What follows belongs to an exercise in optimizing a design on an open flow for small area, a short achievable clock period and few clock cycles; a production flow would make more cautious choices.
Only simulation tests tie the RTL to the original design; equivalence was not proved.
No activity file was given, so power comes from the tool's default toggle rates.

==> flow/design.v <==
module b91_tab (
    input  wire [6:0] idx,
    output reg  [7:0] chr
);
    always @(*) begin
        case (idx)
            7'd0: chr = 8'h41;
            7'd1: chr = 8'h42;
            7'd2: chr = 8'h43;
            7'd3: chr = 8'h44;
            7'd4: chr = 8'h45;
            7'd5: chr = 8'h46;
            7'd6: chr = 8'h47;
            7'd7: chr = 8'h48;
            7'd8: chr = 8'h49;
            7'd9: chr = 8'h4A;
            7'd10: chr = 8'h4B;
            7'd11: chr = 8'h4C;
            7'd12: chr = 8'h4D;
            7'd13: chr = 8'h4E;
            7'd14: chr = 8'h4F;
            7'd15: chr = 8'h50;
            7'd16: chr = 8'h51;
            7'd17: chr = 8'h52;
            7'd18: chr = 8'h53;
            7'd19: chr = 8'h54;
            7'd20: chr = 8'h55;
            7'd21: chr = 8'h56;
            7'd22: chr = 8'h57;
            7'd23: chr = 8'h58;
            7'd24: chr = 8'h59;
            7'd25: chr = 8'h5A;
            7'd26: chr = 8'h61;
            7'd27: chr = 8'h62;
            7'd28: chr = 8'h63;
            7'd29: chr = 8'h64;
            7'd30: chr = 8'h65;
            7'd31: chr = 8'h66;
            7'd32: chr = 8'h67;
            7'd33: chr = 8'h68;
            7'd34: chr = 8'h69;
            7'd35: chr = 8'h6A;
            7'd36: chr = 8'h6B;
            7'd37: chr = 8'h6C;
            7'd38: chr = 8'h6D;
            7'd39: chr = 8'h6E;
            7'd40: chr = 8'h6F;
            7'd41: chr = 8'h70;
            7'd42: chr = 8'h71;
            7'd43: chr = 8'h72;
            7'd44: chr = 8'h73;
            7'd45: chr = 8'h74;
            7'd46: chr = 8'h75;
            7'd47: chr = 8'h76;
            7'd48: chr = 8'h77;
            7'd49: chr = 8'h78;
            7'd50: chr = 8'h79;
            7'd51: chr = 8'h7A;
            7'd52: chr = 8'h30;
            7'd53: chr = 8'h31;
            7'd54: chr = 8'h32;
            7'd55: chr = 8'h33;
            7'd56: chr = 8'h34;
            7'd57: chr = 8'h35;
            7'd58: chr = 8'h36;
            7'd59: chr = 8'h37;
            7'd60: chr = 8'h38;
            7'd61: chr = 8'h39;
            7'd62: chr = 8'h21;
            7'd63: chr = 8'h23;
            7'd64: chr = 8'h24;
            7'd65: chr = 8'h25;
            7'd66: chr = 8'h26;
            7'd67: chr = 8'h28;
            7'd68: chr = 8'h29;
            7'd69: chr = 8'h2A;
            7'd70: chr = 8'h2B;
            7'd71: chr = 8'h2C;
            7'd72: chr = 8'h2E;
            7'd73: chr = 8'h2F;
            7'd74: chr = 8'h3A;
            7'd75: chr = 8'h3B;
            7'd76: chr = 8'h3C;
            7'd77: chr = 8'h3D;
            7'd78: chr = 8'h3E;
            7'd79: chr = 8'h3F;
            7'd80: chr = 8'h40;
            7'd81: chr = 8'h5B;
            7'd82: chr = 8'h5D;
            7'd83: chr = 8'h5E;
            7'd84: chr = 8'h5F;
            7'd85: chr = 8'h60;
            7'd86: chr = 8'h7B;
            7'd87: chr = 8'h7C;
            7'd88: chr = 8'h7D;
            7'd89: chr = 8'h7E;
            7'd90: chr = 8'h22;
            default: chr = 8'h00;
        endcase
    end
endmodule
module b91_idx (
    input  wire [7:0] chr,
    output wire [6:0] idx,
    output wire       valid
);
    wire [6:0] pun =
        (chr == 8'h21) ? 7'd62 :
        (chr == 8'h23) ? 7'd63 :
        (chr == 8'h24) ? 7'd64 :
        (chr == 8'h25) ? 7'd65 :
        (chr == 8'h26) ? 7'd66 :
        (chr == 8'h28) ? 7'd67 :
        (chr == 8'h29) ? 7'd68 :
        (chr == 8'h2A) ? 7'd69 :
        (chr == 8'h2B) ? 7'd70 :
        (chr == 8'h2C) ? 7'd71 :
        (chr == 8'h2E) ? 7'd72 :
        (chr == 8'h2F) ? 7'd73 :
        (chr == 8'h3A) ? 7'd74 :
        (chr == 8'h3B) ? 7'd75 :
        (chr == 8'h3C) ? 7'd76 :
        (chr == 8'h3D) ? 7'd77 :
        (chr == 8'h3E) ? 7'd78 :
        (chr == 8'h3F) ? 7'd79 :
        (chr == 8'h40) ? 7'd80 :
        (chr == 8'h5B) ? 7'd81 :
        (chr == 8'h5D) ? 7'd82 :
        (chr == 8'h5E) ? 7'd83 :
        (chr == 8'h5F) ? 7'd84 :
        (chr == 8'h60) ? 7'd85 :
        (chr == 8'h7B) ? 7'd86 :
        (chr == 8'h7C) ? 7'd87 :
        (chr == 8'h7D) ? 7'd88 :
        (chr == 8'h7E) ? 7'd89 :
        (chr == 8'h22) ? 7'd90 :
        7'd0;
    wire upper = (chr[7:5] == 3'b010) && (chr[4:0] != 5'd0) && (chr[4:0] <= 5'd26);
    wire lower = (chr[7:5] == 3'b011) && (chr[4:0] != 5'd0) && (chr[4:0] <= 5'd26);
    wire digit = (chr[7:4] == 4'h3) && (chr[3:0] <= 4'h9);
    assign valid = (chr[7:5] != 3'b000) && (chr[7] == 1'b0) && (chr != 8'h7F) &&
                   (chr != 8'h27) && (chr != 8'h2D) && (chr != 8'h5C);
    assign idx = upper ? chr[6:0] - 7'd65 :
                 lower ? chr[6:0] - 7'd71 :
                 digit ? chr[6:0] + 7'd4 :
                 pun;
endmodule
module codec (
    input  wire        clk,
    input  wire        rst,
    input  wire        cmd_valid,
    output wire        cmd_ready,
    input  wire [15:0] cmd,
    output wire        out_valid,
    output wire [7:0]  out_data,
    output wire [31:0] status,
    output wire [31:0] cfg
);
    localparam PH_IDLE   = 2'd0;
    localparam PH_ACTIVE = 2'd1;
    localparam PH_DONE   = 2'd2;
    localparam PH_FAULT  = 2'd3;
    localparam M_B02 = 3'd0;
    localparam M_B08 = 3'd1;
    localparam M_B10 = 3'd2;
    localparam M_B16 = 3'd3;
    localparam M_B32 = 3'd4;
    localparam M_B85 = 3'd6;
    localparam M_B91 = 3'd7;
    localparam G_NONE  = 5'd0;
    localparam G_RAD   = 5'd1;    
    localparam G_B32   = 5'd2;    
    localparam G_B32F  = 5'd3;    
    localparam G_BYT   = 5'd4;    
    localparam G_EDIV  = 5'd5;    
    localparam G_EOUT  = 5'd6;    
    localparam G_NPREP = 5'd7;    
    localparam G_NDIV  = 5'd8;    
    localparam G_NO1   = 5'd9;    
    localparam G_NO2   = 5'd10;   
    localparam G_DM5   = 5'd11;   
    localparam G_DM17  = 5'd12;   
    localparam G_DADD  = 5'd13;   
    localparam G_DADD1 = 5'd14;   
    localparam G_VSUB  = 5'd15;   
    localparam G_VO1   = 5'd16;   
    localparam G_VO2   = 5'd17;   
    localparam G_ESH   = 5'd18;   
    reg [31:0] acc;
    reg [4:0]  cnt;
    reg [2:0]  gcnt;
    reg        pendv;
    reg        padseen;
    reg        dir;
    reg [2:0]  mode;
    reg [11:0] llen;
    reg [7:0]  sep0;
    reg [7:0]  sep1;
    reg        sl2;
    reg [1:0]  phase;
    reg        cmderr;
    reg [1:0]  cecode;
    reg        fsticky;
    reg [2:0]  fcode;
    reg [7:0]  fchar;
    reg [15:0] cw;           
    reg        cv;           
    reg        cok;          
    reg        cpre;         
    reg        cskip;        
    reg        cdig;         
    reg        c32;          
    reg        c85;          
    reg        c91;          
    reg [11:0] lrem;         
    reg        ov;           
    reg [7:0]  od;           
    reg [1:0]  nsep;         
    reg        rdy;          
    reg [4:0]  gk;
    reg        gtext;        
    reg [6:0]  q;
    reg [2:0]  j;
    reg [2:0]  k;
    reg        fl;
    assign cmd_ready = rdy;
    assign out_valid = ov;
    assign out_data  = od;
    assign status = {4'd0, dir, mode, fchar, 5'd0, fcode, 2'd0, fsticky,
                     cecode, cmderr, phase};
    assign cfg    = {sep1, sep0, 2'd0, sl2, ~sl2, llen};
    function [7:0] b32c;
        input [4:0] i;
        b32c = (i < 5'd26) ? (8'h41 + {3'd0, i}) : (8'h18 + {3'd0, i});
    endfunction
    function [7:0] hexc;
        input [3:0] d;
        hexc = (d < 4'd10) ? (8'h30 + {4'd0, d}) : (8'h37 + {4'd0, d});
    endfunction
    function [3:0] rdig;
        input [2:0] m;
        input [7:0] b;
        input [2:0] i;
        begin
            case (m)
                M_B02: rdig = {3'd0, b[3'd7 - i]};
                M_B08: rdig = (i == 3'd0) ? {2'd0, b[7:6]} :
                              (i == 3'd1) ? {1'd0, b[5:3]} : {1'd0, b[2:0]};
                M_B10: rdig = (i == 3'd0) ? b / 8'd100 :
                              (i == 3'd1) ? (b / 8'd10) % 8'd10 : b % 8'd10;
                default: rdig = (i == 3'd0) ? b[7:4] : b[3:0];
            endcase
        end
    endfunction
    function [7:0] ext;
        input [22:0] w;
        input [2:0]  o;
        ext = w >> o;
    endfunction
    function skipc;
        input [7:0] x;
        input [2:0] m;
        skipc = (x == 8'h00) || (x == 8'h09) || (x == 8'h0A) ||
                (x == 8'h0D) || (x == 8'h20) ||
                ((m <= M_B32) && ((x == 8'h2C) || (x == 8'h2D)));
    endfunction
    function digok;
        input [7:0] x;
        input [1:0] m;
        begin
            case (m)
                2'd0:    digok = (x[7:1] == 7'b0011_000);
                2'd1:    digok = (x[7:3] == 5'b00110);
                2'd2:    digok = (x[7:4] == 4'h3) && (x[3:0] <= 4'h9);
                default: digok = ((x[7:4] == 4'h3) && (x[3:0] <= 4'h9)) ||
                                 ((x[7:4] == 4'h4 || x[7:4] == 4'h6) &&
                                  x[3:0] >= 4'h1 && x[3:0] <= 4'h6);
            endcase
        end
    endfunction
    function b32ok;
        input [7:0] x;
        b32ok = (x[7:5] == 3'b010 && x[4:0] != 5'd0 && x[4:0] <= 5'd26) ||
                (x[7:3] == 5'b00110 && x[2:1] != 2'd0);
    endfunction
    function b85c;
        input [7:0] x;
        b85c = (x[7:5] == 3'b001 && x[4:0] != 5'd0) || (x[7:5] == 3'b010) ||
               (x[7:5] == 3'b011 && x[4:0] <= 5'h15);
    endfunction
    function b91c;
        input [7:0] x;
        b91c = (x[7:5] != 3'b000) && (x[7] == 1'b0) && (x != 8'h7F) &&
               (x != 8'h20) && (x != 8'h27) && (x != 8'h2D) && (x != 8'h5C);
    endfunction
    wire [7:0] ch = cw[7:0];
    wire       radx = cv && cok && cpre && (cw[15:12] == 4'h2) && !dir && !mode[2];
    wire [2:0] rj   = radx ? 3'd1 : j;
    wire skip_common = (ch == 8'h00) || (ch == 8'h09) || (ch == 8'h0A) ||
                       (ch == 8'h0D) || (ch == 8'h20);
    wire skip_extra  = (mode <= M_B32) && ((ch == 8'h2C) || (ch == 8'h2D));
    wire skip_ch     = skip_common || skip_extra;
    reg [4:0] dval;
    always @(*) begin
        if (ch[7:4] == 4'h3 && ch[3:0] <= 4'h9) begin
            dval = {1'b0, ch[3:0]};
        end else if ((ch[7:4] == 4'h4 || ch[7:4] == 4'h6) &&
                     ch[3:0] >= 4'h1 && ch[3:0] <= 4'h6) begin
            case (ch[2:0])
                3'd1:    dval = 5'd10;
                3'd2:    dval = 5'd11;
                3'd3:    dval = 5'd12;
                3'd4:    dval = 5'd13;
                3'd5:    dval = 5'd14;
                default: dval = 5'd15;
            endcase
        end else begin
            dval = 5'd31;
        end
    end
    reg [4:0] idx32;
    reg       ok32;
    always @(*) begin
        ok32  = 1'b1;
        idx32 = 5'd0;
        if (ch >= 8'h41 && ch <= 8'h5A)      idx32 = ch[4:0] - 5'd1;
        else if (ch >= 8'h32 && ch <= 8'h37) idx32 = ch[4:0] + 5'd8;
        else                                 ok32  = 1'b0;
    end
    wire [6:0] idx91;
    wire       ok91;
    b91_idx u_b91_idx (.chr(ch), .idx(idx91), .valid(ok91));
    reg  [31:0] p85;
    always @(*) begin
        case (k[1:0])
            2'd0:    p85 = 32'd52200625;
            2'd1:    p85 = 32'd614125;
            2'd2:    p85 = 32'd7225;
            default: p85 = 32'd85;
        endcase
    end
    reg  [31:0] bop;
    reg         cin;
    always @(*) begin
        bop = 32'd0;
        cin = 1'b0;
        case (gk)
            G_EDIV: begin bop = ~(p85 << j); cin = 1'b1; end
            G_NDIV: begin bop = ~({18'd0, 14'd91 << j} << 18); cin = 1'b1; end
            G_DM5:  bop = acc << 2;
            G_DM17: bop = acc << 4;
            G_DADD: bop = {25'd0, q};
            G_DADD1: bop = 32'd1;
            G_VSUB: begin
                cin = 1'b1;
                case (k[1:0])
                    2'd0:    bop = ~({18'd0, q, 7'd0} << 5);
                    2'd1:    bop = ~({18'd0, q, 7'd0} << 2);
                    default: bop = ~{18'd0, q, 7'd0};
                endcase
            end
            default: ;
        endcase
    end
    wire [32:0] sum = {1'b0, acc} + {1'b0, bop} + {32'd0, cin};
    wire [6:0] tab_i = (gk == G_NO1) ? acc[24:18] : q;
    wire [7:0] tab_c;
    b91_tab u_b91_tab (.idx(tab_i), .chr(tab_c));
    wire        framed_ll = (llen != 12'd0);
    wire        le_pre    = framed_ll && (lrem == 12'd1);
    wire [11:0] lrem1     = le_pre ? llen : lrem - 12'd1;
    wire [13:0] v91   = acc[20:7];
    wire        v14   = !(v91[12:0] > 13'd88);
    wire        n13   = !fl && (acc[12:0] > 13'd88);
    reg  [4:0]  cdelta;
    always @(*) begin
        case (gk)
            G_B32:   cdelta = -5'd5;
            G_NPREP: cdelta = n13 ? -5'd13 : -5'd14;
            G_VO1:   cdelta = v14 ? 5'd6 : 5'd5;      
            default: cdelta = -5'd8;                   
        endcase
    end
    wire [4:0]  cadj  = cnt + cdelta;
    reg [31:0] n_acc;
    reg [4:0]  n_cnt;
    reg [2:0]  n_gcnt;
    reg        n_pendv;
    reg        n_padseen;
    reg        n_dir;
    reg [2:0]  n_mode;
    reg [11:0] n_llen;
    reg [7:0]  n_sep0;
    reg [7:0]  n_sep1;
    reg        n_sl2;
    reg [1:0]  n_phase;
    reg        n_cmderr;
    reg [1:0]  n_cecode;
    reg        n_fsticky;
    reg [2:0]  n_fcode;
    reg [7:0]  n_fchar;
    reg [11:0] n_lrem;
    reg        n_ov;
    reg [7:0]  n_od;
    reg [1:0]  n_nsep;
    reg        n_rdy;
    reg [4:0]  n_gk;
    reg        n_gtext;
    reg [6:0]  n_q;
    reg [2:0]  n_j;
    reg [2:0]  n_k;
    reg        n_fl;
    reg        emit;
    reg [7:0]  echar;
    reg        elast;
    reg        etext;
    reg        le;
    reg [1:0]  err;
    reg        flt;
    reg [2:0]  fc;
    reg [7:0]  fch;
    reg [3:0]  rr;
    reg [2:0]  rw;
    reg [9:0]  rv;
    reg [11:0] w12;
    reg [4:0]  bi;
    reg [31:0] w32;
    reg [4:0]  c5;
    reg [2:0]  ndig;
    reg [15:0] n_cw;
    reg        e_ov;
    reg [7:0]  e_od;
    reg [1:0]  e_nsep;
    reg        e_rdy;
    reg [4:0]  e_gk;
    reg [2:0]  e_j;
    reg [11:0] e_lrem;
    reg        keep;
    reg        n_cok;
    reg        n_cpre;
    reg [1:0]  aerr;
    reg        fe;
    reg [2:0]  frw;
    reg [7:0]  frv;
    reg        fbig;
    reg        n_cv;
    reg        pd;
    wire [7:0] c = cmd[7:0];
    wire [9:0] acc10 = {acc[6:0], 3'd0} + {2'd0, acc[6:0], 1'b0};
    wire [5:0] acc10h1 = acc10[9:4] + 6'd1;
    wire [4:0] rv10l = {1'b0, acc10[3:0]} + {1'b0, ch[3:0]};
    wire [9:0] rv10  = {rv10l[4] ? acc10h1 : acc10[9:4], rv10l[3:0]};
    wire       b10hi = (acc[6:0] > 7'd25);
    wire       b10eq = (acc[6:0] == 7'd25);
    wire       big5  = (mode == M_B08) ? acc[5] :
                       (mode == M_B10) ? (b10hi || (b10eq && ch[3:0] > 4'd5)) : 1'b0;
    always @(*) begin
        n_acc     = acc;
        n_cnt     = cnt;
        n_gcnt    = gcnt;
        n_pendv   = pendv;
        n_padseen = padseen;
        n_dir     = dir;
        n_mode    = mode;
        n_llen    = llen;
        n_sep0    = sep0;
        n_sep1    = sep1;
        n_sl2     = sl2;
        n_phase   = phase;
        n_cmderr  = cmderr;
        n_cecode  = cecode;
        n_fsticky = fsticky;
        n_fcode   = fcode;
        n_fchar   = fchar;
        n_lrem    = lrem;
        n_ov      = 1'b0;
        n_od      = od;
        n_nsep    = 2'd0;
        n_rdy     = 1'b0;
        n_gk      = gk;
        n_gtext   = gtext;
        n_q       = q;
        n_j       = j;
        n_k       = k;
        n_fl      = fl;
        emit  = 1'b0;
        echar = 8'd0;
        elast = 1'b0;
        etext = gtext;
        le    = 1'b0;
        err   = 2'd0;
        flt   = 1'b0;
        fc    = 3'd0;
        fch   = 8'd0;
        rr    = 4'd0;
        rw    = 3'd0;
        rv    = 10'd0;
        w12   = 12'd0;
        bi    = 5'd0;
        w32   = 32'd0;
        c5    = 5'd0;
        ndig  = 3'd0;
        case (mode)
            M_B02:   ndig = 3'd7;
            M_B16:   ndig = 3'd1;
            default: ndig = 3'd2;
        endcase
        case (gk)
            G_B32: if (nsep == 2'd0) begin
                emit   = 1'b1;
                echar  = b32c(ext({11'd0, acc[11:0]}, cnt[2:0] - 3'd5));
                elast  = 1'b1;
                n_cnt  = cadj;
                n_gcnt = gcnt + 3'd1;
                n_gk   = G_NONE;
            end
            G_B32F: if (nsep == 2'd0) begin
                if (cnt != 5'd0) begin
                    emit   = 1'b1;
                    echar  = b32c(acc[4:0] << (3'd5 - cnt[2:0]));
                    n_cnt  = 5'd0;
                    n_gcnt = gcnt + 3'd1;
                end else if (gcnt != 3'd0) begin
                    emit   = 1'b1;
                    echar  = 8'h3D;
                    n_gcnt = gcnt + 3'd1;
                end
                elast = (n_gcnt == 3'd0);
                if (n_gcnt == 3'd0) n_gk = G_NONE;
            end
            G_BYT: begin
                emit  = 1'b1;
                echar = acc[31:24];
                elast = (k == 3'd1);
                n_acc = acc << 8;
                n_k   = k - 3'd1;
                if (elast) n_gk = G_NONE;
            end
            G_ESH: begin
                n_acc = acc << 8;
                n_j   = j - 3'd1;
                if (j == 3'd1) begin
                    n_j  = 3'd6;
                    n_gk = G_EDIV;
                end
            end
            G_EDIV: begin
                if (sum[32]) n_acc = sum[31:0];
                n_q[j] = sum[32];
                n_j = j - 3'd1;
                if (j == 3'd0) n_gk = G_EOUT;
            end
            G_EOUT: if (nsep == 2'd0) begin
                emit  = 1'b1;
                echar = 8'd33 + {1'b0, (k == 3'd4) ? acc[6:0] : q};
                elast = (k + 3'd1 == cnt[2:0]);
                n_k   = k + 3'd1;
                n_q   = 7'd0;
                n_j   = 3'd6;
                n_gk  = elast ? G_NONE : (k == 3'd3) ? G_EOUT : G_EDIV;
            end
            G_NPREP: begin
                if (n13) begin
                    n_acc = {1'b0, acc[12:0], 10'd0, acc[20:13]};
                end else begin
                    n_acc = {acc[13:0], 10'd0, 1'b0, acc[20:14]};
                end
                n_cnt = cadj;
                if (fl) n_k = {2'd0, (cnt >= 5'd8) || (acc >= 32'd91)};
                n_j  = 3'd6;
                n_q  = 7'd0;
                n_gk = G_NDIV;
            end
            G_NDIV: begin
                if (sum[32]) n_acc = sum[31:0];
                n_q[j] = sum[32];
                n_j = j - 3'd1;
                if (j == 3'd0) n_gk = G_NO1;
            end
            G_NO1: if (nsep == 2'd0) begin
                emit  = 1'b1;
                echar = tab_c;
                elast = fl && !k[0];
                if (elast) begin
                    n_acc = {14'd0, acc[17:0]};
                    n_gk  = G_NONE;
                end else begin
                    n_gk  = G_NO2;
                end
            end
            G_NO2: if (nsep == 2'd0) begin
                emit  = 1'b1;
                echar = tab_c;
                elast = 1'b1;
                n_acc = {14'd0, acc[17:0]};
                n_gk  = G_NONE;
            end
            G_DM5: begin
                n_acc = sum[31:0];
                n_gk  = G_DM17;
            end
            G_DM17: begin
                if (!fl) begin
                    n_acc = sum[31:0];
                    n_gk  = G_DADD;
                end else if (k != 3'd1) begin
                    n_acc = sum[31:0];
                    n_k   = k - 3'd1;
                    n_gk  = G_DM5;
                end else begin
                    n_acc = sum[31:0];
                    n_k   = q[2:0];
                    n_gk  = G_BYT;
                end
            end
            G_DADD: begin
                if (gcnt == 3'd5) begin
                    n_acc  = sum[31:0];
                    n_k    = 3'd4;
                    n_gcnt = 3'd0;
                    n_gk   = G_BYT;
                end else begin
                    n_acc  = sum[31:0];
                    n_gk   = G_NONE;
                end
            end
            G_DADD1: begin
                n_acc = sum[31:0];
                n_gk  = G_DM5;
            end
            G_VSUB: begin
                n_acc = sum[31:0];
                n_k   = k + 3'd1;
                if (k == 3'd2) n_gk = G_VO1;
            end
            G_VO1: begin
                emit  = 1'b1;
                echar = ext(acc[22:0], j);
                n_cnt = cadj;
                if (cadj > 5'd7) begin
                    n_acc = acc >> 8;
                    n_fl  = v14;
                    n_gk  = G_VO2;
                end else begin
                    elast = 1'b1;
                    n_acc = {25'd0, v14 ? acc[20:14] : acc[19:13]};
                    n_gk  = G_NONE;
                end
            end
            G_VO2: begin
                emit  = 1'b1;
                echar = ext(acc[22:0], j);
                elast = 1'b1;
                n_cnt = cadj;
                n_acc = {25'd0, fl ? acc[12:6] : acc[11:5]};
                n_gk  = G_NONE;
            end
            default: ;
        endcase
        if ((gk == G_RAD || radx) && nsep == 2'd0) begin
            emit  = 1'b1;
            etext = 1'b1;
            echar = hexc(rdig(mode, radx ? ch : acc[7:0], rj));
            elast = (rj == ndig);
            n_j   = rj + 3'd1;
            n_gk  = elast ? G_NONE : G_RAD;
        end
        if (nsep == 2'd1) begin
            n_ov   = 1'b1;
            n_od   = sep0;
            n_nsep = sl2 ? 2'd2 : 2'd0;
            n_rdy  = !sl2 && (n_gk == G_NONE);
        end else if (nsep == 2'd2) begin
            n_ov   = 1'b1;
            n_od   = sep1;
            n_rdy  = (n_gk == G_NONE);
        end else if (emit) begin
            n_ov = 1'b1;
            n_od = echar;
            if (etext && framed_ll) begin
                le     = le_pre;
                n_lrem = lrem1;
            end
            n_nsep = le ? 2'd1 : 2'd0;
            n_rdy  = elast && !le;
        end else begin
            n_rdy  = (n_gk == G_NONE);
        end
        e_ov   = n_ov;
        e_od   = n_od;
        e_nsep = n_nsep;
        e_rdy  = n_rdy;
        e_gk   = n_gk;
        e_j    = n_j;
        e_lrem = n_lrem;
        keep   = 1'b0;
        if (cv && cok) begin
            n_ov    = 1'b0;
            n_nsep  = 2'd0;
            n_rdy   = 1'b1;
            n_gk    = G_NONE;
            n_lrem  = lrem;
            emit    = 1'b0;
            etext   = 1'b0;
            elast   = 1'b1;
            echar   = 8'd0;
            if (cw[15:12] == 4'h1) begin
                n_acc     = 32'd0;
                n_cnt     = 5'd0;
                n_gcnt    = 3'd0;
                n_lrem    = llen;
                n_pendv   = 1'b0;
                n_padseen = 1'b0;
            end else if (cw[15:12] == 4'h2) begin
                if (!dir) begin
                    etext   = 1'b1;
                    n_gtext = 1'b1;
                    case (mode)
                        M_B32: begin
                            w12   = {acc[3:0], ch};
                            bi    = ext({11'd0, w12}, cnt[2:0] + 3'd3);
                            emit  = 1'b1;
                            echar = b32c(bi);
                            n_acc = {acc[23:0], ch};
                            n_cnt = cnt + 5'd3;
                            n_gcnt = gcnt + 3'd1;
                            if (cnt >= 5'd2) begin
                                elast = 1'b0;
                                n_gk  = G_B32;
                            end
                        end
                        M_B85: begin
                            w32   = {acc[23:0], ch};
                            n_acc = w32;
                            if (gcnt != 3'd3) begin
                                n_gcnt = gcnt + 3'd1;
                            end else begin
                                n_gcnt = 3'd0;
                                if (w32 == 32'd0) begin
                                    emit  = 1'b1;
                                    echar = 8'h7A;
                                end else begin
                                    elast = 1'b0;
                                    n_k   = 3'd0;
                                    n_j   = 3'd6;
                                    n_q   = 7'd0;
                                    n_cnt = 5'd5;
                                    n_gk  = G_EDIV;
                                end
                            end
                        end
                        M_B91: begin
                            n_acc = acc | {10'd0, {14'd0, ch} << cnt[3:0]};
                            n_cnt = cnt + 5'd8;
                            if (cnt >= 5'd6) begin
                                elast = 1'b0;
                                n_fl  = 1'b0;
                                n_gk  = G_NPREP;
                            end
                        end
                        default: begin    
                            n_acc = {acc[23:0], ch};
                            if (cpre) begin
                                keep = 1'b1;
                            end else begin
                                emit  = 1'b1;
                                echar = hexc(rdig(mode, ch, 3'd0));
                                elast = 1'b0;
                                n_j   = 3'd1;
                                n_gk  = G_RAD;
                            end
                        end
                    endcase
                end else begin
                    n_gtext = 1'b0;
                    if (mode == M_B32 && padseen) begin
                    end else if (cskip) begin
                    end else begin
                        case (mode)
                            M_B32: begin
                                if (ch == 8'h3D) begin
                                    n_padseen = 1'b1;
                                end else if (!c32) begin
                                    flt = 1'b1; fc = 3'd1; fch = ch;
                                end else begin
                                    n_acc = {acc[26:0], idx32};
                                    if (cnt >= 5'd3) begin
                                        emit  = 1'b1;
                                        echar = ext({11'd0, acc[6:0], idx32}, cnt[2:0] - 3'd3);
                                        n_cnt = cnt - 5'd3;
                                    end else begin
                                        n_cnt = cnt + 5'd5;
                                    end
                                end
                            end
                            M_B85: begin
                                if (ch == 8'h7A) begin
                                    if (gcnt == 3'd0) begin
                                        emit  = 1'b1;
                                        echar = 8'd0;
                                        elast = 1'b0;
                                        n_acc = 32'd0;
                                        n_k   = 3'd3;
                                        n_gk  = G_BYT;
                                    end else begin
                                        flt = 1'b1; fc = 3'd2; fch = ch;
                                    end
                                end else if (!c85) begin
                                    flt = 1'b1; fc = 3'd1; fch = ch;
                                end else if (gcnt == 3'd0) begin
                                    n_acc  = {25'd0, ch[6:0] - 7'd33};
                                    n_gcnt = 3'd1;
                                end else begin
                                    elast  = 1'b0;
                                    n_q    = ch[6:0] - 7'd33;
                                    n_gcnt = gcnt + 3'd1;
                                    n_fl   = 1'b0;
                                    n_gk   = G_DM5;
                                end
                            end
                            M_B91: begin
                                if (!c91) begin
                                    flt = 1'b1; fc = 3'd1; fch = ch;
                                end else if (!pendv) begin
                                    n_acc   = {18'd0, idx91, acc[6:0]};
                                    n_pendv = 1'b1;
                                end else begin
                                    n_acc   = {11'd0, idx91, acc[13:0]};
                                    n_q     = idx91;
                                    n_pendv = 1'b0;
                                    n_k     = 3'd0;
                                    n_j     = 3'd7 - cnt[2:0];
                                    elast   = 1'b0;
                                    n_gk    = G_VSUB;
                                end
                            end
                            default: begin    
                                case (mode)
                                    M_B02:   begin rr = 4'd1;  rw = 3'd7; rv = {acc[8:0], ch[0]}; end
                                    M_B08:   begin rr = 4'd7;  rw = 3'd2; rv = {acc[6:0], ch[2:0]}; end
                                    M_B10:   begin rr = 4'd9;  rw = 3'd2; rv = rv10; end
                                    default: begin rr = 4'd15; rw = 3'd1; rv = {acc[5:0], dval[3:0]}; end
                                endcase
                                if (!cdig) begin
                                    flt = 1'b1; fc = 3'd1; fch = ch;
                                end else if (gcnt == rw) begin
                                    if (big5) begin
                                        flt = 1'b1; fc = 3'd5; fch = ch;
                                    end else begin
                                        emit   = !cpre;
                                        echar  = rv[7:0];
                                        n_acc  = 32'd0;
                                        n_gcnt = 3'd0;
                                    end
                                end else begin
                                    n_acc  = {22'd0, rv};
                                    n_gcnt = gcnt + 3'd1;
                                end
                            end
                        endcase
                    end
                end
            end else begin
                begin
                    n_phase = PH_DONE;
                    if (!dir) begin
                        etext   = 1'b1;
                        n_gtext = 1'b1;
                        case (mode)
                            M_B32: begin
                                if (cnt != 5'd0) begin
                                    emit   = 1'b1;
                                    echar  = b32c(acc[4:0] << (3'd5 - cnt[2:0]));
                                    n_cnt  = 5'd0;
                                    n_gcnt = gcnt + 3'd1;
                                end else if (gcnt != 3'd0) begin
                                    emit   = 1'b1;
                                    echar  = 8'h3D;
                                    n_gcnt = gcnt + 3'd1;
                                end
                                if (n_gcnt != 3'd0) begin
                                    elast = 1'b0;
                                    n_gk  = G_B32F;
                                end
                            end
                            M_B85: begin
                                if (gcnt != 3'd0) begin
                                    elast  = 1'b0;
                                    n_k    = 3'd0;
                                    n_j    = 3'd4 - gcnt;
                                    n_q    = 7'd0;
                                    n_cnt  = {2'd0, gcnt} + 5'd1;
                                    n_gcnt = 3'd0;
                                    n_gk   = G_ESH;
                                end
                            end
                            M_B91: begin
                                if (cnt != 5'd0) begin
                                    elast = 1'b0;
                                    n_fl  = 1'b1;
                                    n_gk  = G_NPREP;
                                end
                            end
                            default: ;
                        endcase
                    end else begin
                        n_gtext = 1'b0;
                        case (mode)
                            M_B32: begin
                                if (cnt != 5'd0 &&
                                    (acc[6:0] & ~(7'h7F << cnt[2:0])) != 7'd0) begin
                                    flt = 1'b1; fc = 3'd4; fch = 8'd0;
                                end
                            end
                            M_B85: begin
                                if (gcnt == 3'd1) begin
                                    flt = 1'b1; fc = 3'd3; fch = 8'd0;
                                end else if (gcnt != 3'd0) begin
                                    elast  = 1'b0;
                                    n_fl   = 1'b1;
                                    n_k    = 3'd5 - gcnt;
                                    n_q    = {4'd0, gcnt - 3'd1};
                                    n_gcnt = 3'd0;
                                    n_gk   = G_DADD1;
                                end
                            end
                            M_B91: begin
                                if (pendv) begin
                                    emit  = 1'b1;
                                    echar = ext(acc[22:0], 3'd7 - cnt[2:0]);
                                end
                                n_pendv = 1'b0;
                            end
                            default: ;
                        endcase
                    end
                end
            end
            if (err != 2'd0) begin
                if (!cmderr) begin
                    n_cmderr = 1'b1;
                    n_cecode = err;
                end
            end else if (flt) begin
                n_phase   = PH_FAULT;
                n_fcode   = fc;
                n_fchar   = fch;
                n_fsticky = 1'b1;
            end else begin
                if (emit) begin
                    n_ov = 1'b1;
                    n_od = echar;
                    if (etext && framed_ll) begin
                        le     = le_pre;
                        n_lrem = lrem1;
                    end
                    n_nsep = le ? 2'd1 : 2'd0;
                end
                n_rdy = elast && !le;
                if (keep) begin
                    n_ov   = e_ov;
                    n_od   = e_od;
                    n_nsep = e_nsep;
                    n_rdy  = e_rdy;
                    n_gk   = e_gk;
                    n_j    = e_j;
                    n_lrem = e_lrem;
                    if (nsep != 2'd0) begin
                        n_gk  = G_RAD;
                        n_j   = 3'd1;
                        n_rdy = 1'b0;
                    end
                end
            end
        end
        n_cw = cw;
        n_cv = 1'b0;
        pd   = 1'b0;
        if (cmd[15:8] == 8'h20 && phase == PH_ACTIVE) begin
            if (dir) begin
                if ((mode == M_B32 && n_padseen) || skipc(c, mode)) begin
                    pd = 1'b1;
                end else begin
                    case (mode)
                        M_B32:   pd = (c == 8'h3D) || (b32ok(c) && n_cnt < 5'd3);
                        M_B85:   pd = (n_gcnt == 3'd0) && b85c(c);
                        M_B91:   pd = !n_pendv && b91c(c);
                        M_B02:   pd = (n_gcnt != 3'd7) && digok(c, 2'd0);
                        M_B08:   pd = (n_gcnt != 3'd2) && digok(c, 2'd1);
                        M_B10:   pd = (n_gcnt != 3'd2) && digok(c, 2'd2);
                        M_B16:   pd = (n_gcnt != 3'd1) && digok(c, 2'd3);
                        default: pd = 1'b0;
                    endcase
                end
            end else begin
                case (mode)
                    M_B85:   pd = (n_gcnt != 3'd3);
                    M_B91:   pd = (n_cnt < 5'd6);
                    default: pd = 1'b0;
                endcase
            end
        end
        case (mode)
            M_B02:   begin frw = 3'd7; frv = {n_acc[6:0], c[0]};         fbig = 1'b0; end
            M_B08:   begin frw = 3'd2; frv = {n_acc[4:0], c[2:0]};       fbig = n_acc[5]; end
            M_B10:   begin frw = 3'd7; frv = 8'd0;                       fbig = 1'b0; end
            default: begin frw = 3'd1; frv = {n_acc[3:0], c[6] ? ({1'b0, c[2:0]} + 4'd9) : c[3:0]}; fbig = 1'b0; end
        endcase
        fe = (cmd[15:8] == 8'h20) && (phase == PH_ACTIVE) && dir && !mode[2] &&
             mode != M_B10 && digok(c, mode[1:0]) && (n_gcnt == frw) && !fbig;
        if (!mode[2] && mode != M_B10 && (n_gcnt == frw) && fbig) pd = 1'b0;
        n_cok  = 1'b0;
        n_cpre = 1'b0;
        aerr   = 2'd0;
        if (rdy && cmd_valid) begin
            n_cw  = cmd;
            n_cv  = 1'b1;
            if (cmd[15:4] == 12'h100) begin
                pd = 1'b1;
                if (phase == PH_ACTIVE)     aerr = 2'd2;
                else if (cmd[2:0] == 3'd5)  aerr = 2'd3;
                else begin
                    n_cok   = 1'b1;
                    n_dir   = cmd[3];
                    n_mode  = cmd[2:0];
                    n_phase = PH_ACTIVE;
                    n_fcode = 3'd0;
                    n_fchar = 8'd0;
                end
            end else if (cmd[15:8] == 8'h20 || cmd == 16'h3000) begin
                if (phase != PH_ACTIVE) begin
                    aerr = 2'd2;
                    pd   = 1'b1;
                end else begin
                    n_cok = 1'b1;
                end
            end else if (cmd[15:12] == 4'h4) begin
                pd = 1'b1;
                if (phase == PH_ACTIVE) aerr = 2'd2;
                else                    n_llen = cmd[11:0];
            end else if (cmd[15:9] == 7'b0101_000) begin
                pd = 1'b1;
                if (phase == PH_ACTIVE) begin
                    aerr = 2'd2;
                end else if (cmd[8]) begin
                    n_sep1 = c;
                    n_sl2  = 1'b1;
                end else begin
                    n_sep0 = c;
                    n_sl2  = 1'b0;
                end
            end else begin
                pd   = 1'b1;
                aerr = 2'd1;
            end
            if (aerr != 2'd0 && !cmderr) begin
                n_cmderr = 1'b1;
                n_cecode = aerr;
            end
            if (fe) begin
                n_od   = frv;
                n_ov   = 1'b1;
                n_nsep = 2'd0;
                n_cpre = 1'b1;
                pd     = 1'b1;
            end
            if (cmd[15:8] == 8'h20 && phase == PH_ACTIVE && !dir && !mode[2] &&
                !(cv && cok && cw[15:12] == 4'h1)) begin
                n_od   = hexc(rdig(mode, c, 3'd0));
                n_ov   = 1'b1;
                n_cpre = 1'b1;
                n_nsep = 2'd0;
                if (framed_ll) begin
                    n_nsep = le_pre ? 2'd1 : 2'd0;
                    n_lrem = lrem1;
                end
                pd = 1'b0;
            end
            n_rdy = pd;
        end
    end
    always @(posedge clk) begin
        cskip <= skipc(c, mode);
        cdig  <= digok(c, mode[1:0]);
        c32   <= b32ok(c);
        c85   <= b85c(c);
        c91   <= b91c(c);
    end
    always @(posedge clk) begin
        if (rst) begin
            cw      <= 16'd0;
            cv      <= 1'b0;
            cok     <= 1'b0;
            cpre    <= 1'b0;
            acc     <= 32'd0;
            cnt     <= 5'd0;
            gcnt    <= 3'd0;
            pendv   <= 1'b0;
            padseen <= 1'b0;
            dir     <= 1'b0;
            mode    <= 3'd0;
            llen    <= 12'd0;
            sep0    <= 8'h0A;
            sep1    <= 8'h00;
            sl2     <= 1'b0;
            phase   <= PH_IDLE;
            cmderr  <= 1'b0;
            cecode  <= 2'd0;
            fsticky <= 1'b0;
            fcode   <= 3'd0;
            fchar   <= 8'd0;
            lrem    <= 12'd0;
            ov      <= 1'b0;
            od      <= 8'd0;
            nsep    <= 2'd0;
            rdy     <= 1'b1;
            gk      <= G_NONE;
            gtext   <= 1'b0;
            q       <= 7'd0;
            j       <= 3'd0;
            k       <= 3'd0;
            fl      <= 1'b0;
        end else begin
            cw      <= n_cw;
            cv      <= n_cv;
            cok     <= n_cok;
            cpre    <= n_cpre;
            acc     <= n_acc;
            cnt     <= n_cnt;
            gcnt    <= n_gcnt;
            pendv   <= n_pendv;
            padseen <= n_padseen;
            dir     <= n_dir;
            mode    <= n_mode;
            llen    <= n_llen;
            sep0    <= n_sep0;
            sep1    <= n_sep1;
            sl2     <= n_sl2;
            phase   <= n_phase;
            cmderr  <= n_cmderr;
            cecode  <= n_cecode;
            fsticky <= n_fsticky;
            fcode   <= n_fcode;
            fchar   <= n_fchar;
            lrem    <= n_lrem;
            ov      <= n_ov;
            od      <= n_od;
            nsep    <= n_nsep;
            rdy     <= n_rdy;
            gk      <= n_gk;
            gtext   <= n_gtext;
            q       <= n_q;
            j       <= n_j;
            k       <= n_k;
            fl      <= n_fl;
        end
    end
endmodule
==> flow/flow/run.sh <==
#!/bin/bash
set -uo pipefail
bash standard.sh SETUP_SLACK_MARGIN=18 finish > flow_make.log 2>&1
status=$?
tail -n 20 flow_make.log
exit $status
==> flow/standard.sh <==
#!/bin/bash
# synth_recipe.tcl (not shown) runs the flow's synth.tcl, then flattens the netlist and writes it again
# the make line also repeats each setting of config.mk as NAME=value (left out here)
make -C /OpenROAD-flow-scripts/flow DESIGN_CONFIG=/design/flow/config.mk WORK_HOME=/design/flow/orfs CLKGATE_MAP_FILE= SYNTH_SCRIPT=/design/flow/synth_recipe.tcl "${@:-finish}"
==> flow/config.mk <==
export PLATFORM = sky130hd
export DESIGN_NAME = codec
export DESIGN_NICKNAME = codec
export VERILOG_FILES = /design/flow/design.v
export SDC_FILE = /design/flow/constraint.sdc
export NUM_CORES = 4
export LEC_CHECK = 0
export ABC_AREA = 1
export CAP_MARGIN = 20
export CORE_MARGIN = 2
export CORE_UTILIZATION = 40
export SLEW_MARGIN = 20
==> flow/constraint.sdc <==
create_clock -name core_clock -period 24.0 [get_ports {clk}]
set_input_delay 4.8000 -clock core_clock [delete_from_list [all_inputs] [get_ports {clk}]]
set_output_delay 4.8000 -clock core_clock [all_outputs]
set_load 0.01 [all_outputs]
==> notes.md <==
[report_power, final]
group | internal [mW] | total [mW] | switching (mW)
registers | 0.285 | 0.327 | 0.0425
logic | 0.375 | 1.32 | 0.949
clock network | 0.144 | 0.312 | 0.168
[per-stage QoR]
step | cell area (um^2) | std cells
3_5_place_dp | 27500 | 5282
3_3_place_gp | 27500 | 5282
4_1_cts | 29200 | 5394
2_1_floorplan | 25900 | 4503
5_1_grt | 30600 | 5474
6_report | 30600 | 5478
[final cells by class]
class / instances / area share, %
clock inverter: 15 / 0.675
timing repair inverter: 2 / 0.0409
multi-input combinational: 3530 / 66.7
timing repair buffer: 341 / 10.0
clock buffer: 17 / 1.39
antenna: 4 / 0.0327
sequential: 156 / 10.5
tap: 846 / 3.46
inverter: 567 / 7.24
[per-layer routing]
layer	vias to the layer above	GRT usage, %	routed length, um
met5	-	0	38
met4	4	28.6	12400
met3	740	11.9	21500
met2	2878	64.1	62000
met1	16600	58.0	59600
li1	16000	-	-
[what timing repair did]
action | CTS | global route
gates resized for setup | 321 | 193
gates cloned | 7 | 7
setup endpoints to repair | 183 | 120
pin swaps | 36 | 66
setup buffers | 73 | 73
[logic make-up (layout without fill, tap and decap cells)]
group | count (synthesis) | in the layout | synth area share, %
AOI/OAI and AO/OA | 1572 | 1572 | 37.4
buffers and inverters | 821 | 942 | 12.4
DFF | 156 | 156 | 12.2
and+or+nand+nor | 1731 | 1735 | 28.6
adders and majority gates | 136 | 136 | 6.78
other | 1 | 17 | 0.0146
xor gates and xnor gates | 67 | 67 | 2.35
muxes | 7 | 7 | 0.273
[flip-flops by register name, indices dropped and copies added (netlist names), 3 cells and up]
register and cells:
cnt 5, sep0 8, fcode 3, llen 12
gk 5, q 7, acc 32, od 8
sep1 8, j 3, fchar 8, gcnt 3
mode 3, cw 12, lrem 12, k 3
[worst register-to-register path, delay by kind of cell (launching register included)]
kind            cells  cell delay [ns]
buf+inv             9             1.79
simple gates       11             1.50
flops               1             0.51
fa+ha+maj           2             0.65
xor+xnor            2             0.37
compound gates      7             1.37
[placed cells by master, fill, tap and decap left out, types with 48 or more instances in the layout]
cell type    n
a21oi_1    388
a221oi_1    49
a31oi_1     55
buf_4      219
dfxtp_1    129
ha_1       124
inv_1      478
nand2_1    852
nand3_1    187
nor2_1     411
nor3_1      61
o2111ai_1   57
o211ai_1   103
o21ai_0    490
o21ai_1     55
o221ai_1    48
o22ai_1     66
xor2_1      51
[worst max path at each step]
stage                     startpoint        end  slack, ns  cells after the start
after global placement        cmd[1]      od[5]      16.00                     16
after CTS                    cmd[10]    lrem[7]      17.50                     13
after floorplan               cmd[7]      od[6]      17.23                     16
after detailed placement      cmd[1]      od[5]      15.88                     16
final                         cmd[9]   llen[11]      17.44                     16
after global routing          cmd[9]  cecode[1]      17.35                     16
==> out/results.txt <==
status - complete, no violations
WHS Endpoint - cw[15]
largest cells by area after synthesis - nand2_1, dfxtp_1, o21ai_0
Hold Vio Cnt, Final - 0
Die Area - 66200 um^2
Buf/Inv on CP - 7
Power, Total - 1.96 mW
WP data arrival - 7.00 ns
first-pass GRT wire length - 220000 um
CP required - 24.45 ns
asr flop ratio synth - 0%
FP Rows - 92
worst setup margin - 17.44 ns
Mean Syn Cell Area - 5.71 um^2
worst slew pin tran - 1.19 ns
Initial Util - 40.6%
CP top delay family - buffers and inverters
r2r worst-path depth - 31
ys flop type - dfxtp_1
area share of the largest cell type after synthesis - 12.7%
Worst Hold Class - flip-flop to flip-flop
vias in the first global route - 32300
Largest stage delay, worst path - 0.32 ns
final antenna-violating net count - 0
Die H - 257 um
CTS tree - yes
fin crit period - 6.56 ns
fmax - 153 MHz
CP Class - primary input to flip-flop
sequential cell area - 3200 um^2
routability cong. - 1.06
Post-Synthesis Cells - 4491
dpl hpwl - 113000 um
# hold bufs at CTS - 0
CP cell instances - buf_6 > nor3_4 > nand2_2 > buf_6 > nor3_4 > inv_2 > o41ai_4 > nor2_2 > buf_4 > nand3_2 > buf_4 > nor2_4 > buf_12 > inv_4 > o21ai_1 > a21oi_1
worst slack, placed - 15.88 ns
Mapped Area - 25700 um^2
Die W - 257 um
Peak VDD IR - 0.0488 mV
RR Endpoint - od[6]
hold depth - 2
dominant cell by count in the synthesized netlist - nand2_1
GRT overflow - 0
Pwr Density - 64.2 nW/um^2
P_leak - 13.0 nW
Clock transition at path regs - 0.09 ns
IO Pins - 93
GRT Util Overall - 44.4%
R2R Path Start - acc[10]
Inserted Clock Buffers - 17
CP endpoint kind - flip-flop
Area growth syn-to-layout - 19.3%
largest net degree at the start of global routing - 57
startpoint types - primary input
DR WL/cell - 28.4 um
Clock Skew - 0.0241 ns
Synth Register Bits - 156
number of H-tree levels - 4
initial antenna violation count - 7
TNS Setup - 0 ns
Fill cells - 6823
Finish-stage setup viols - 0
Critical-path top delay cell - o41ai_4
area of the multi-input gates - 20400 um^2
crit-path max FO - 10
area of the core - 63200 um^2
Final period util - 27.3%
# DRC - 0
worst skew pair latency - 0.52 ns
Worst slew margin - 19.9%
nets - 4770
Seq/Total Area, Yosys - 12.2%
synth unique cells - 76
Via density - 6.61
buffers added on ports - 79
root buffer cell - clkbuf_16
RSZ-0062 raised after global routing - yes
Clock Path Buffers - 2
total clock sinks - 156
post-synth top area cell - nand2_1
vias - 36200
final hold slack - 0.460 ns
Detailed Route WL - 156000 um
Worst Hold Launch - cw[15]
Post-synth EDFFs - 0
Final Max Tran Viols - 0
DRT iter0 DRCs - 6145
Synth warnings - 2
final cell utilization of the core - 48.4%
max-cap violation count - 0
share of layout cells above drive strength 1 - 14.1%
top post-synthesis cells by count - nand2_1, o21ai_0, inv_1
reg-to-reg slack, setup - 17.74 ns
Pre-antenna DRT Iters - 12
Testbench counts, summed over its fixed seeds: cycles 18,535.

==> what the ideal ports hide <==
No port has a modelled driver above. Below, the same layout with a new extraction and two added sets of constraints.
Step 1, drivers: a clkbuf_16 drives clk and a buf_2 each remaining input, both assumed.
Step 2 moves the port delays by t, midway between the first and last clock arrival at a register: inputs arrive t later, outputs are due t later. That takes back most of the time a late clock gives input paths.
Slacks: ideal ports / drivers / drivers and shift; pairs: ideal ports / drivers.
shift t [ns]: 0.584
slack for setup (ns): 17.443 / 17.481 / 16.897
worst setup path after step 2: input to register
worst slew at a driven data input, ns: 0.06
cell pins on the clock port's net: 1
After both steps setup and hold are still met in this run. For this run, drivers alone change the setup slack by +0.038 ns; drivers and shift together by -0.546 ns.
